Background: an optimization exercise with open tools, aiming at small area, a short achievable clock period and few clock cycles. Do not read the settings as production practice. In this exercise RTL edits were held to simulation tests only and were not proved equivalent to the original. No activity file was given, so power comes from the tool's default toggle rates.

[design/flow/run.sh]
#!/bin/bash
# synth_recipe.tcl (not shown) runs the flow's synth.tcl, then flattens the netlist and writes it again
# the make line also repeats each setting of config.mk as NAME=value (left out here)
make -C /OpenROAD-flow-scripts/flow DESIGN_CONFIG=/design/flow/config.mk WORK_HOME=/design/flow/orfs CLKGATE_MAP_FILE= SYNTH_SCRIPT=/design/flow/synth_recipe.tcl finish
[design/flow/config.mk]
export PLATFORM = sky130hd
export DESIGN_NAME = epb
export DESIGN_NICKNAME = epb
export VERILOG_FILES = /design/flow/design.v
export SDC_FILE = /design/flow/constraint.sdc
export NUM_CORES = 4
export LEC_CHECK = 0
export CAP_MARGIN = 20
export CORE_MARGIN = 2
export CORE_UTILIZATION = 40
export SLEW_MARGIN = 20
[design/flow/constraint.sdc]
create_clock -name core_clock -period 8.0 [get_ports {clk}]
set_input_delay 1.6000 -clock core_clock [delete_from_list [all_inputs] [get_ports {clk}]]
set_output_delay 1.6000 -clock core_clock [all_outputs]
set_load 0.01 [all_outputs]
[design/flow/design.v]
module epb (
    input  wire        clk,
    input  wire        rst,           
    input  wire        host_we,
    input  wire [4:0]  host_waddr,
    input  wire [31:0] host_wdata,
    input  wire [4:0]  host_raddr,
    output reg  [31:0] host_rdata,
    output wire        host_ready,    
    output wire        host_halted,   
    output reg         dev_req,
    output reg         dev_we,
    output reg  [11:0] dev_addr,
    output reg  [15:0] dev_wdata,
    input  wire        dev_ack,
    input  wire [15:0] dev_rdata
);
    localparam [11:0] E2P_CMD_OFF      = 12'h030;
    localparam [11:0] E2P_DATA_OFF     = 12'h034;
    localparam [11:0] MAC_CSR_CMD_OFF  = 12'h0A4;
    localparam [11:0] MAC_CSR_DATA_OFF = 12'h0A8;
    localparam [4:0] HA_REQ      = 5'd0;
    localparam [4:0] HA_ARG_VAL  = 5'd1;
    localparam [4:0] HA_ARG_MAC0 = 5'd2;
    localparam [4:0] HA_ARG_MAC1 = 5'd3;
    localparam [4:0] HA_STATUS   = 5'd4;
    localparam [4:0] HA_RES      = 5'd5;
    localparam [4:0] HA_LAST_CMD = 5'd6;
    localparam [3:0] OP_WRITE_REG = 4'h1;
    localparam [3:0] OP_READ_REG  = 4'h2;
    localparam [3:0] OP_READ_MAC  = 4'h3;
    localparam [3:0] OP_WAIT_IDLE = 4'h4;
    localparam [3:0] OP_SUBMIT    = 4'h5;
    localparam [3:0] OP_READ_CELL = 4'h6;
    localparam [3:0] OP_EN_WRITE  = 4'h7;
    localparam [3:0] OP_WR_CELL   = 4'h8;
    localparam [3:0] OP_DIS_WRITE = 4'h9;
    localparam [3:0] OP_DUMP      = 4'hA;
    localparam [3:0] OP_PROGRAM   = 4'hB;
    localparam [2:0] CMD_READ  = 3'd0;
    localparam [2:0] CMD_EWDS  = 3'd1;
    localparam [2:0] CMD_EWEN  = 3'd2;
    localparam [2:0] CMD_WRITE = 3'd3;
    localparam [2:0] OUT_OK      = 3'd1;
    localparam [2:0] OUT_TIMEOUT = 3'd2;
    localparam [2:0] OUT_BAD_OP  = 3'd3;
    localparam [2:0] OUT_BAD_ARG = 3'd4;
    localparam [2:0] S_IDLE      = 3'd0;
    localparam [2:0] S_SINGLE    = 3'd1;
    localparam [2:0] S_DUMP_PRE  = 3'd2;
    localparam [2:0] S_UNLOCK    = 3'd3;
    localparam [2:0] S_WRITE     = 3'd4;
    localparam [2:0] S_LOCK      = 3'd5;
    localparam [2:0] S_DUMP_POST = 3'd6;
    localparam [2:0] S_HALTED    = 3'd7;
    localparam [3:0] C_IDLE     = 4'd0;
    localparam [3:0] C_PREWAIT  = 4'd1;
    localparam [3:0] C_DATA     = 4'd2;
    localparam [3:0] C_ISSUE1   = 4'd3;
    localparam [3:0] C_ISSUE2   = 4'd4;
    localparam [3:0] C_BUSY     = 4'd5;
    localparam [3:0] C_CHECK    = 4'd6;
    localparam [3:0] C_COMPLETE = 4'd7;
    localparam [3:0] C_TIMEOUT  = 4'd8;
    localparam [3:0] C_XFER     = 4'd9;
    localparam [3:0] C_READ     = 4'd10;
    localparam [7:0] MAGIC = 8'hA5;
    reg [31:0] req_r;
    reg [31:0] arg_val;
    reg [7:0]  arg_mac [0:5];
    reg [31:0] res_r;
    reg [31:0] last_cmd;
    reg [7:0]  pre_img  [0:31];
    reg [7:0]  post_img [0:31];
    reg        halted;
    reg [2:0]  outcome;
    reg [3:0]  opst;
    reg [2:0]  seqst;
    reg [3:0]  cmdst;
    reg [4:0]  cell_r;
    reg        half;
    reg        to_r;
    reg [3:0]  cur_op;
    reg [11:0] cur_off;
    reg        cur_idx;
    reg [2:0]  cur_cmd;
    reg [7:0]  cur_addr;
    reg [7:0]  cur_data;
    reg [31:0] cur_val;
    reg [7:0]  cur_mac [0:5];
    reg [15:0] latch_lo;
    reg        xph;         
    wire ready = (seqst == S_IDLE);
    wire running = (seqst != S_IDLE) && (seqst != S_HALTED);
    assign host_ready  = ready;
    assign host_halted = halted;
    wire [31:0] status = {5'd0, to_r, half, cell_r, cmdst, 1'b0, seqst, opst,
                          3'd0, outcome, halted, ready};
    integer k;
    always @(*) begin
        host_rdata = 32'd0;
        case (host_raddr)
            HA_REQ:      host_rdata = req_r;
            HA_ARG_VAL:  host_rdata = arg_val;
            HA_ARG_MAC0: host_rdata = {arg_mac[3], arg_mac[2], arg_mac[1], arg_mac[0]};
            HA_ARG_MAC1: host_rdata = {16'd0, arg_mac[5], arg_mac[4]};
            HA_STATUS:   host_rdata = status;
            HA_RES:      host_rdata = res_r;
            HA_LAST_CMD: host_rdata = last_cmd;
            default: begin
                if (host_raddr[4:3] == 2'b01)
                    host_rdata = {pre_img[{host_raddr[2:0], 2'd3}], pre_img[{host_raddr[2:0], 2'd2}],
                                  pre_img[{host_raddr[2:0], 2'd1}], pre_img[{host_raddr[2:0], 2'd0}]};
                else if (host_raddr[4:3] == 2'b10)
                    host_rdata = {post_img[{host_raddr[2:0], 2'd3}], post_img[{host_raddr[2:0], 2'd2}],
                                  post_img[{host_raddr[2:0], 2'd1}], post_img[{host_raddr[2:0], 2'd0}]};
            end
        endcase
    end
    wire        req_wr = host_we && (host_waddr == HA_REQ);
    wire [31:0] q      = host_wdata;
    wire [3:0]  q_op   = q[31:28];
    reg [31:0] q_mask;
    always @(*) begin
        case (q_op)
            OP_WRITE_REG, OP_READ_REG: q_mask = 32'hF000FFFF;
            OP_READ_MAC:               q_mask = 32'hFFFEFFFF;
            OP_SUBMIT:                 q_mask = 32'hFFF800FF;
            OP_READ_CELL:              q_mask = 32'hFFFF00FF;
            OP_WR_CELL:                q_mask = 32'hFFFF0000;
            default:                   q_mask = 32'hFFFFFFFF;
        endcase
    end
    wire q_bad_op  = (q_op == 4'h0) || (q_op >= 4'hC);
    wire q_bad_rsv = ((q & q_mask) != {q_op, 28'd0});
    reg  q_bad_rng;
    always @(*) begin
        case (q_op)
            OP_WRITE_REG, OP_READ_REG: q_bad_rng = q[16] || (q[27:16] > 12'hFFC);
            OP_READ_CELL:              q_bad_rng = (q[15:8] > 8'd31);
            OP_WR_CELL:                q_bad_rng = (q[15:8] > 8'd6);
            default:                   q_bad_rng = 1'b0;
        endcase
    end
    reg        nx_we;
    reg [11:0] nx_addr;
    reg [15:0] nx_wdata;
    always @(*) begin
        nx_we    = 1'b0;
        nx_addr  = E2P_CMD_OFF;
        nx_wdata = 16'd0;
        case (cmdst)
            C_XFER: begin
                if (cur_op == OP_WRITE_REG) begin
                    nx_we    = 1'b1;
                    nx_addr  = cur_off;
                    nx_wdata = half ? cur_val[31:16] : cur_val[15:0];
                end else if (cur_op == OP_READ_REG) begin
                    nx_addr  = cur_off;
                end else if (!xph) begin
                    nx_we    = 1'b1;
                    nx_addr  = MAC_CSR_CMD_OFF;
                    nx_wdata = half ? 16'hC000 : {15'd0, cur_idx};
                end else begin
                    nx_addr  = MAC_CSR_DATA_OFF;
                end
            end
            C_DATA: begin
                nx_we    = 1'b1;
                nx_addr  = E2P_DATA_OFF;
                nx_wdata = half ? 16'd0 : {8'd0, cur_data};
            end
            C_ISSUE1: begin
                nx_we    = 1'b1;
                nx_wdata = half ? {1'b0, cur_cmd, 12'd0} : {8'd0, cur_addr};
            end
            C_ISSUE2: begin
                nx_we    = 1'b1;
                nx_wdata = half ? {1'b1, cur_cmd, 12'd0} : {8'd0, cur_addr};
            end
            C_READ: begin
                nx_addr  = E2P_DATA_OFF;
            end
            default: ;  
        endcase
        if (half)
            nx_addr = nx_addr + 12'd2;
    end
    wire        xfer_done = dev_req && dev_ack;
    wire [31:0] rd_word   = {dev_rdata, latch_lo};    
    wire        rd_busy   = dev_rdata[15];
    task finish_ok;
        begin
            outcome <= OUT_OK;
            opst    <= 4'd0;
            cell_r    <= 5'd0;
            half    <= 1'b0;
            seqst   <= S_IDLE;
            cmdst   <= C_COMPLETE;
        end
    endtask
    task finish_reject(input [2:0] c);
        begin
            outcome <= c;
            opst    <= 4'd0;
            cell_r    <= 5'd0;
            half    <= 1'b0;
            seqst   <= S_IDLE;
            cmdst   <= C_IDLE;
        end
    endtask
    task start_cell_op(input [2:0] cmd, input [4:0] a);
        begin
            cell_r     <= a;
            cur_cmd  <= cmd;
            cur_addr <= {3'd0, a};
            cmdst    <= C_PREWAIT;
        end
    endtask
    task cell_op_end(input [7:0] b);
        begin
            case (seqst)
                S_SINGLE: begin
                    if (cur_op == OP_READ_CELL)
                        res_r <= {24'd0, b};
                    else
                        res_r <= 32'd0;
                    finish_ok;
                end
                S_DUMP_PRE: begin
                    pre_img[cell_r] <= b;
                    if (cell_r != 5'd31) begin
                        start_cell_op(CMD_READ, cell_r + 5'd1);
                    end else if (cur_op == OP_DUMP) begin
                        res_r <= 32'd0;
                        finish_ok;
                    end else begin
                        seqst <= S_UNLOCK;
                        start_cell_op(CMD_EWEN, 5'd0);
                    end
                end
                S_UNLOCK: begin
                    seqst    <= S_WRITE;
                    cur_data <= MAGIC;
                    start_cell_op(CMD_WRITE, 5'd0);
                end
                S_WRITE: begin
                    if (cell_r != 5'd6) begin
                        cur_data <= cur_mac[cell_r[2:0]];
                        start_cell_op(CMD_WRITE, cell_r + 5'd1);
                    end else begin
                        seqst <= S_LOCK;
                        start_cell_op(CMD_EWDS, 5'd0);
                    end
                end
                S_LOCK: begin
                    seqst <= S_DUMP_POST;
                    start_cell_op(CMD_READ, 5'd0);
                end
                S_DUMP_POST: begin
                    post_img[cell_r] <= b;
                    if (cell_r != 5'd31) begin
                        start_cell_op(CMD_READ, cell_r + 5'd1);
                    end else begin
                        res_r <= 32'd0;
                        finish_ok;
                    end
                end
                default: ;
            endcase
        end
    endtask
    always @(posedge clk) begin
        if (rst) begin
            req_r    <= 32'd0;
            arg_val  <= 32'd0;
            res_r    <= 32'd0;
            last_cmd <= 32'd0;
            for (k = 0; k < 6; k = k + 1) begin
                arg_mac[k] <= 8'd0;
                cur_mac[k] <= 8'd0;
            end
            for (k = 0; k < 32; k = k + 1) begin
                pre_img[k]  <= 8'd0;
                post_img[k] <= 8'd0;
            end
            halted    <= 1'b0;
            outcome   <= 3'd0;
            opst      <= 4'd0;
            seqst     <= S_IDLE;
            cmdst     <= C_IDLE;
            cell_r      <= 5'd0;
            half      <= 1'b0;
            to_r      <= 1'b0;
            cur_op    <= 4'd0;
            cur_off   <= 12'd0;
            cur_idx   <= 1'b0;
            cur_cmd   <= 3'd0;
            cur_addr  <= 8'd0;
            cur_data  <= 8'd0;
            cur_val   <= 32'd0;
            latch_lo  <= 16'd0;
            xph       <= 1'b0;
            dev_req   <= 1'b0;
            dev_we    <= 1'b0;
            dev_addr  <= 12'd0;
            dev_wdata <= 16'd0;
        end else begin
            if (host_we) begin
                case (host_waddr)
                    HA_ARG_VAL:  arg_val <= host_wdata;
                    HA_ARG_MAC0: begin
                        arg_mac[0] <= host_wdata[7:0];
                        arg_mac[1] <= host_wdata[15:8];
                        arg_mac[2] <= host_wdata[23:16];
                        arg_mac[3] <= host_wdata[31:24];
                    end
                    HA_ARG_MAC1: begin
                        arg_mac[4] <= host_wdata[7:0];
                        arg_mac[5] <= host_wdata[15:8];
                    end
                    default: ;
                endcase
            end
            if (req_wr && ready) begin
                req_r  <= q;
                cur_op <= q_op;
                opst   <= q_op;
                if (q_bad_op) begin
                    finish_reject(OUT_BAD_OP);
                end else if (q_bad_rsv || q_bad_rng) begin
                    finish_reject(OUT_BAD_ARG);
                end else begin
                    cur_val <= arg_val;
                    for (k = 0; k < 6; k = k + 1)
                        cur_mac[k] <= arg_mac[k];
                    half <= 1'b0;
                    xph  <= 1'b0;
                    case (q_op)
                        OP_WRITE_REG, OP_READ_REG: begin
                            cur_off <= q[27:16];
                            seqst   <= S_SINGLE;
                            cmdst   <= C_XFER;
                        end
                        OP_READ_MAC: begin
                            cur_idx <= q[16];
                            seqst   <= S_SINGLE;
                            cmdst   <= C_XFER;
                        end
                        OP_WAIT_IDLE: begin
                            seqst <= S_SINGLE;
                            cell_r  <= 5'd0;
                            cmdst <= C_BUSY;
                        end
                        OP_SUBMIT: begin
                            cur_cmd  <= q[18:16];
                            cur_addr <= q[15:8];
                            seqst    <= S_SINGLE;
                            cell_r     <= 5'd0;
                            cmdst    <= C_ISSUE1;
                        end
                        OP_READ_CELL: begin
                            seqst <= S_SINGLE;
                            start_cell_op(CMD_READ, q[12:8]);
                        end
                        OP_EN_WRITE: begin
                            seqst <= S_SINGLE;
                            start_cell_op(CMD_EWEN, 5'd0);
                        end
                        OP_WR_CELL: begin
                            seqst    <= S_SINGLE;
                            cur_data <= q[7:0];
                            start_cell_op(CMD_WRITE, q[12:8]);
                        end
                        OP_DIS_WRITE: begin
                            seqst <= S_SINGLE;
                            start_cell_op(CMD_EWDS, 5'd0);
                        end
                        OP_DUMP, OP_PROGRAM: begin
                            seqst <= S_DUMP_PRE;
                            start_cell_op(CMD_READ, 5'd0);
                        end
                        default: ;
                    endcase
                end
            end
            if (running && !dev_req) begin
                dev_req   <= 1'b1;
                dev_we    <= nx_we;
                dev_addr  <= nx_addr;
                dev_wdata <= nx_wdata;
            end
            if (running && xfer_done) begin
                dev_req <= 1'b0;
                if (!half) begin
                    half <= 1'b1;
                    if (!dev_we)
                        latch_lo <= dev_rdata;
                end else begin
                    half <= 1'b0;
                    case (cmdst)
                        C_XFER: begin
                            if (cur_op == OP_WRITE_REG) begin
                                res_r <= 32'd0;
                                finish_ok;
                            end else if (cur_op == OP_READ_REG) begin
                                res_r <= rd_word;
                                finish_ok;
                            end else if (!xph) begin
                                xph <= 1'b1;
                            end else begin
                                res_r <= rd_word;
                                finish_ok;
                            end
                        end
                        C_PREWAIT: begin
                            last_cmd <= rd_word;
                            if (!rd_busy)
                                cmdst <= (cur_cmd == CMD_WRITE) ? C_DATA : C_ISSUE1;
                        end
                        C_DATA:   cmdst <= C_ISSUE1;
                        C_ISSUE1: cmdst <= C_ISSUE2;
                        C_ISSUE2: begin
                            if (cur_op == OP_SUBMIT) begin
                                res_r <= 32'd0;
                                finish_ok;
                            end else begin
                                cmdst <= C_BUSY;
                            end
                        end
                        C_BUSY: begin
                            last_cmd <= rd_word;
                            if (!rd_busy) begin
                                if (cur_op == OP_WAIT_IDLE) begin
                                    res_r <= rd_word;
                                    finish_ok;
                                end else if (cur_cmd == CMD_READ) begin
                                    cmdst <= C_READ;
                                end else if (cur_cmd == CMD_EWEN) begin
                                    cmdst <= C_CHECK;
                                end else begin
                                    cell_op_end(8'd0);
                                end
                            end
                        end
                        C_READ: begin
                            cell_op_end(latch_lo[7:0]);
                        end
                        C_CHECK: begin
                            last_cmd <= rd_word;
                            to_r     <= latch_lo[9];
                            if (latch_lo[9]) begin
                                res_r   <= rd_word;
                                outcome <= OUT_TIMEOUT;
                                opst    <= 4'd0;
                                cell_r    <= 5'd0;
                                seqst   <= S_HALTED;
                                cmdst   <= C_TIMEOUT;
                                halted  <= 1'b1;
                            end else if (cur_op == OP_EN_WRITE) begin
                                res_r <= rd_word;
                                finish_ok;
                            end else begin
                                cell_op_end(8'd0);
                            end
                        end
                        default: ;
                    endcase
                end
            end
        end
    end
endmodule
==> impl_metrics.csv <==
group,metric,value,unit
clock_tree,cts_hold_buf,0,
critical_path,reg2reg_depth,8,
logic_synthesis,synth-main-ff-cell,"edfxtp_1",
critical_path,end_kind,"output pin",
finish,final_cell_mix,"674 x nor2_1, 620 x nand2_1, 512 x edfxtp_1, 357 x dfxtp_1, 335 x a21oi_1",
logic_synthesis,ys_ff_latch,869,
critical_path,worstPathMaxFanout,32,
clock_tree,clkTransAtPathRegs,0.06,ns
job,max_cap_violations,0,
pwr,p_per_area,220,nW/um^2
routing,drc,0,
sta,tightest_slew,1.16,ns
critical_path,r2r-end,"post_img[28][3]",
logic_synthesis,synthesis.instances,3785,
sta,finClkSkew,0.0424,ns
sta,rsz0062_at_grt,"no",
critical_path,cp-endpoint,"host_rdata[17]",
critical_path,regToRegSetupSlack,3.50,ns
clock_tree,cts-htree-levels,3,
floorplanning,boundaryPins,126,
sta,period_share,84.4,%
worst_hold_path,worstHoldPathType,"flop to flop",
critical_path,r2r_start,"cmdst[2]",
sta,period_minus_slack,6.75,ns
sta,setup_tns,0,ns
clock_tree,cts_resized,0,
clock_tree,cts_root_buf,"clkbuf_16",
clock_tree,clk_latency,0.68,ns
critical_path,critPathArrivalTime,5.15,ns
floorplanning,die_area,101000,sq um
clock_tree,cts_setup_buffers,0,
critical_path,crit_start,"host_raddr[4]",
finish,seq_area,22500,sq um
finish,layout_commonest_cell,"nor2_1",
logic_synthesis,netlist_area,39200,sq um
routing,wirelength,135,mm
sta,setup_viol,0,
logic_synthesis,syn_avg_cell_area,10.4,sq um
routing,dr.pass1.iters,6,
global_routing,overflow,0,
logic_synthesis,synth.distinct_cells,72,
routing,viasPerCell,6.02,
routing,ant_nets,0,
floorplanning,die_w,317,um
global_routing,first_global_vias,28779,
routing,dr.first_iter.drc_count,4325,
floorplanning,core-area,97000,sq um
critical_path,criticalPathCategory,"input port to output pin",
sta,finalHoldViolations,0,
logic_synthesis,ys_seq_area_share,57.4,%
placed_design,hpwl,91.7,mm
pwr,leakagePower,13.7,nW
critical_path,start_kind,"input port",
logic_synthesis,yosys_warnings,3,
clock_tree,cts_buffer_depth,3,
global_routing,grt_start_max_net_pins,215,
global_routing,grt_pass1_wl,196,mm
floorplanning,start_util,40.5,%
logic_synthesis,async_flop_share,0,%
finish,final.fill_count,9042,
logic_synthesis,synth_nets,3855,
pwr,irDropWorstVdd,0.192,mV
pwr,p_total,0.00982,W
placed_design,place_congestion,0.962,
global_routing,antenna_found_initial,5,
sta,max_freq,148,MHz
sta,slew_viol_final,0,
floorplanning,rows,114,
finish,finalNetCount,3848,
global_routing,grt_usage,26.5,%
clock_tree,cts.sinks,869,
routing,vias,30897,
sta,slew_headroom,22.1,%
critical_path,worstPathRequired,6.40,ns
finish,drive_above_1_share,10.3,%
clock_tree,cts_inserted_buffers,92,
finish,area_growth,13.8,%
placed_design,io_buffer_count,125,
routing,routedWlPerCell,26.3,um
floorplanning,die_h,317,um
clock_tree,cts_tree,"done",
finish,multiInputGateArea,15500,sq um
logic_synthesis,synth_edf_count,512,
outcome,status,"timing/DRC/antenna clean",
where the power goes:
group | total [W] | switching (W) | leakage (nW) | internal [W]
clock network | 0.00432 | 0.00184 | 1.48 | 0.00248
logic | 0.000592 | 0.000365 | 4.52 | 0.000227
registers | 0.00491 | 0.0000457 | 7.73 | 0.00486
worst min-delay path by stage:
stage | start | end | slack (ns) | cells past startpoint
global route | cur_val[26] | cur_val[26] | 0.47 | 2
finish | cur_mac[1][6] | cur_mac[1][6] | 0.45 | 2
CTS | cur_mac[1][6] | cur_mac[1][6] | 0.45 | 2
floorplan | cur_val[16] | cur_val[16] | 0.43 | 2
global placement | cur_mac[5][2] | cur_mac[5][2] | 0.44 | 2
detailed placement | cur_val[26] | cur_val[26] | 0.44 | 2
cell type report:
| cell class | instances | share of cell area (%) |
|---|---|---|
| sequential | 869 | 50.4 |
| multi-input combinational | 2589 | 34.8 |
| clock buffer | 122 | 5.82 |
| timing repair buffer | 211 | 4.32 |
| tap | 1276 | 3.57 |
| clock inverter | 44 | 0.916 |
| inverter | 15 | 0.126 |
| antenna | 3 | 0.0168 |
sequential cells by signal, indices dropped and copies added, names as in the netlist, 8 cells and up:
register / count
req_r: 28
cur_off: 12
arg_val: 32
post_img: 256
res_r: 32
cur_mac: 48
cur_addr: 8
cur_data: 8
pre_img: 256
cur_val: 32
latch_lo: 16
arg_mac: 48
last_cmd: 32
dev_wdata: 16
dev_addr: 12
cell usage after synthesis, types with 7 or more instances:
| cell | n | area share, % |
|---|---|---|
| a211oi_1 | 14 | 0.27 |
| a21oi_1 | 336 | 4.3 |
| a221oi_1 | 31 | 0.69 |
| a222oi_1 | 20 | 0.51 |
| a22o_1 | 20 | 0.45 |
| a22oi_1 | 93 | 1.8 |
| a31oi_1 | 25 | 0.40 |
| a41oi_1 | 10 | 0.22 |
| and2_1 | 23 | 0.37 |
| and3_1 | 18 | 0.29 |
| buf_1 | 35 | 0.33 |
| buf_2 | 14 | 0.18 |
| clkbuf_1 | 261 | 2.5 |
| dfxtp_1 | 357 | 18 |
| edfxtp_1 | 512 | 39 |
| ha_1 | 8 | 0.26 |
| inv_1 | 15 | 0.14 |
| mux2i_1 | 83 | 2.1 |
| mux4_2 | 128 | 7.3 |
| nand2_1 | 620 | 5.9 |
| nand2b_1 | 55 | 0.88 |
| nand3_1 | 73 | 0.93 |
| nand4_1 | 8 | 0.13 |
| nor2_1 | 680 | 6.5 |
| nor2b_1 | 18 | 0.29 |
| nor3_1 | 32 | 0.41 |
| nor4_1 | 10 | 0.16 |
| nor4b_1 | 7 | 0.16 |
| o211ai_1 | 13 | 0.25 |
| o21ai_0 | 77 | 0.98 |
| o21bai_1 | 30 | 0.57 |
| o22ai_1 | 34 | 0.54 |
| or2_2 | 10 | 0.16 |
| or3_1 | 13 | 0.21 |
| xor2_1 | 9 | 0.20 |
through the flow:
stage | std cells | instance area (sq um) | utilization [%] | hold slack, ns | setup WS [ns]
floorplan | 3785 | 39200 | - | 0.427 | 2.72
global placement | 4960 | 41600 | 42.9 | 0.438 | 1.32
detailed placement | 4960 | 41600 | 42.9 | 0.443 | 1.27
CTS | 5126 | 44700 | 46.0 | 0.450 | 1.26
global route | 5126 | 44700 | 46.0 | 0.465 | 1.11
finish | 5129 | 44700 | 46.0 | 0.447 | 1.25
worst max-delay path: stages:
cell	delay [ns]
clkdlybuf4s50_1	0.69
or3_1	0.27
nor3_2	0.05
buf_4	0.30
a22o_1	0.28
a221o_1	0.25
a221oi_1	0.60
o21ai_0	0.48
clkdlybuf4s50_1	0.61
per-layer routing:
metal	vias to the layer above	global-route usage, %	share of wire (%)
li1	13607	-	-
met5	-	0	0.0096
met2	1758	40.6	44
met1	15166	35.4	39
met3	364	5.24	9.7
met4	2	14.3	6.4
logic make-up after synthesis:
group	Yosys count	share of synthesized area, %
adder cells (fa/ha/maj)	8	0.255
AO/OA/AOI/OAI	754	12.1
multiplexers	214	9.55
AND/OR/NAND/NOR	1600	17.2
flip-flops	869	57.4
buffers and inverters	327	3.19
XOR/XNOR	13	0.290
Testbench counts, summed over its fixed seeds: cycles 32,760.

[re-timing with driven ports]
The results above use ideal ports. As a check the final layout listed here was re-extracted and re-timed, cells and wires unchanged.
Step 1 (the two cells are an assumption about what drives the block):
set clk [get_ports {clk}]
set_driving_cell -lib_cell sky130_fd_sc_hd__clkbuf_16 $clk
set_driving_cell -lib_cell sky130_fd_sc_hd__buf_2 [delete_from_list [all_inputs] $clk]
Step 2 times the ports against the registers' clock, not the clock port: input delays grow and output delays shrink by t, the midpoint of the rising clock arrivals with the driver on.
Slacks: no drivers / after step 1 / after step 2; pairs: no drivers / after step 1.
t (ns): 0.734
setup WS [ns]: 1.250 / 1.146 / 1.146
worst setup path after step 2: input to output
pins driven straight from the clock port: 1
After both steps setup and hold are still met in this run. The setup slack of this run moves by -0.104 ns with the drivers and by -0.104 ns with both steps.
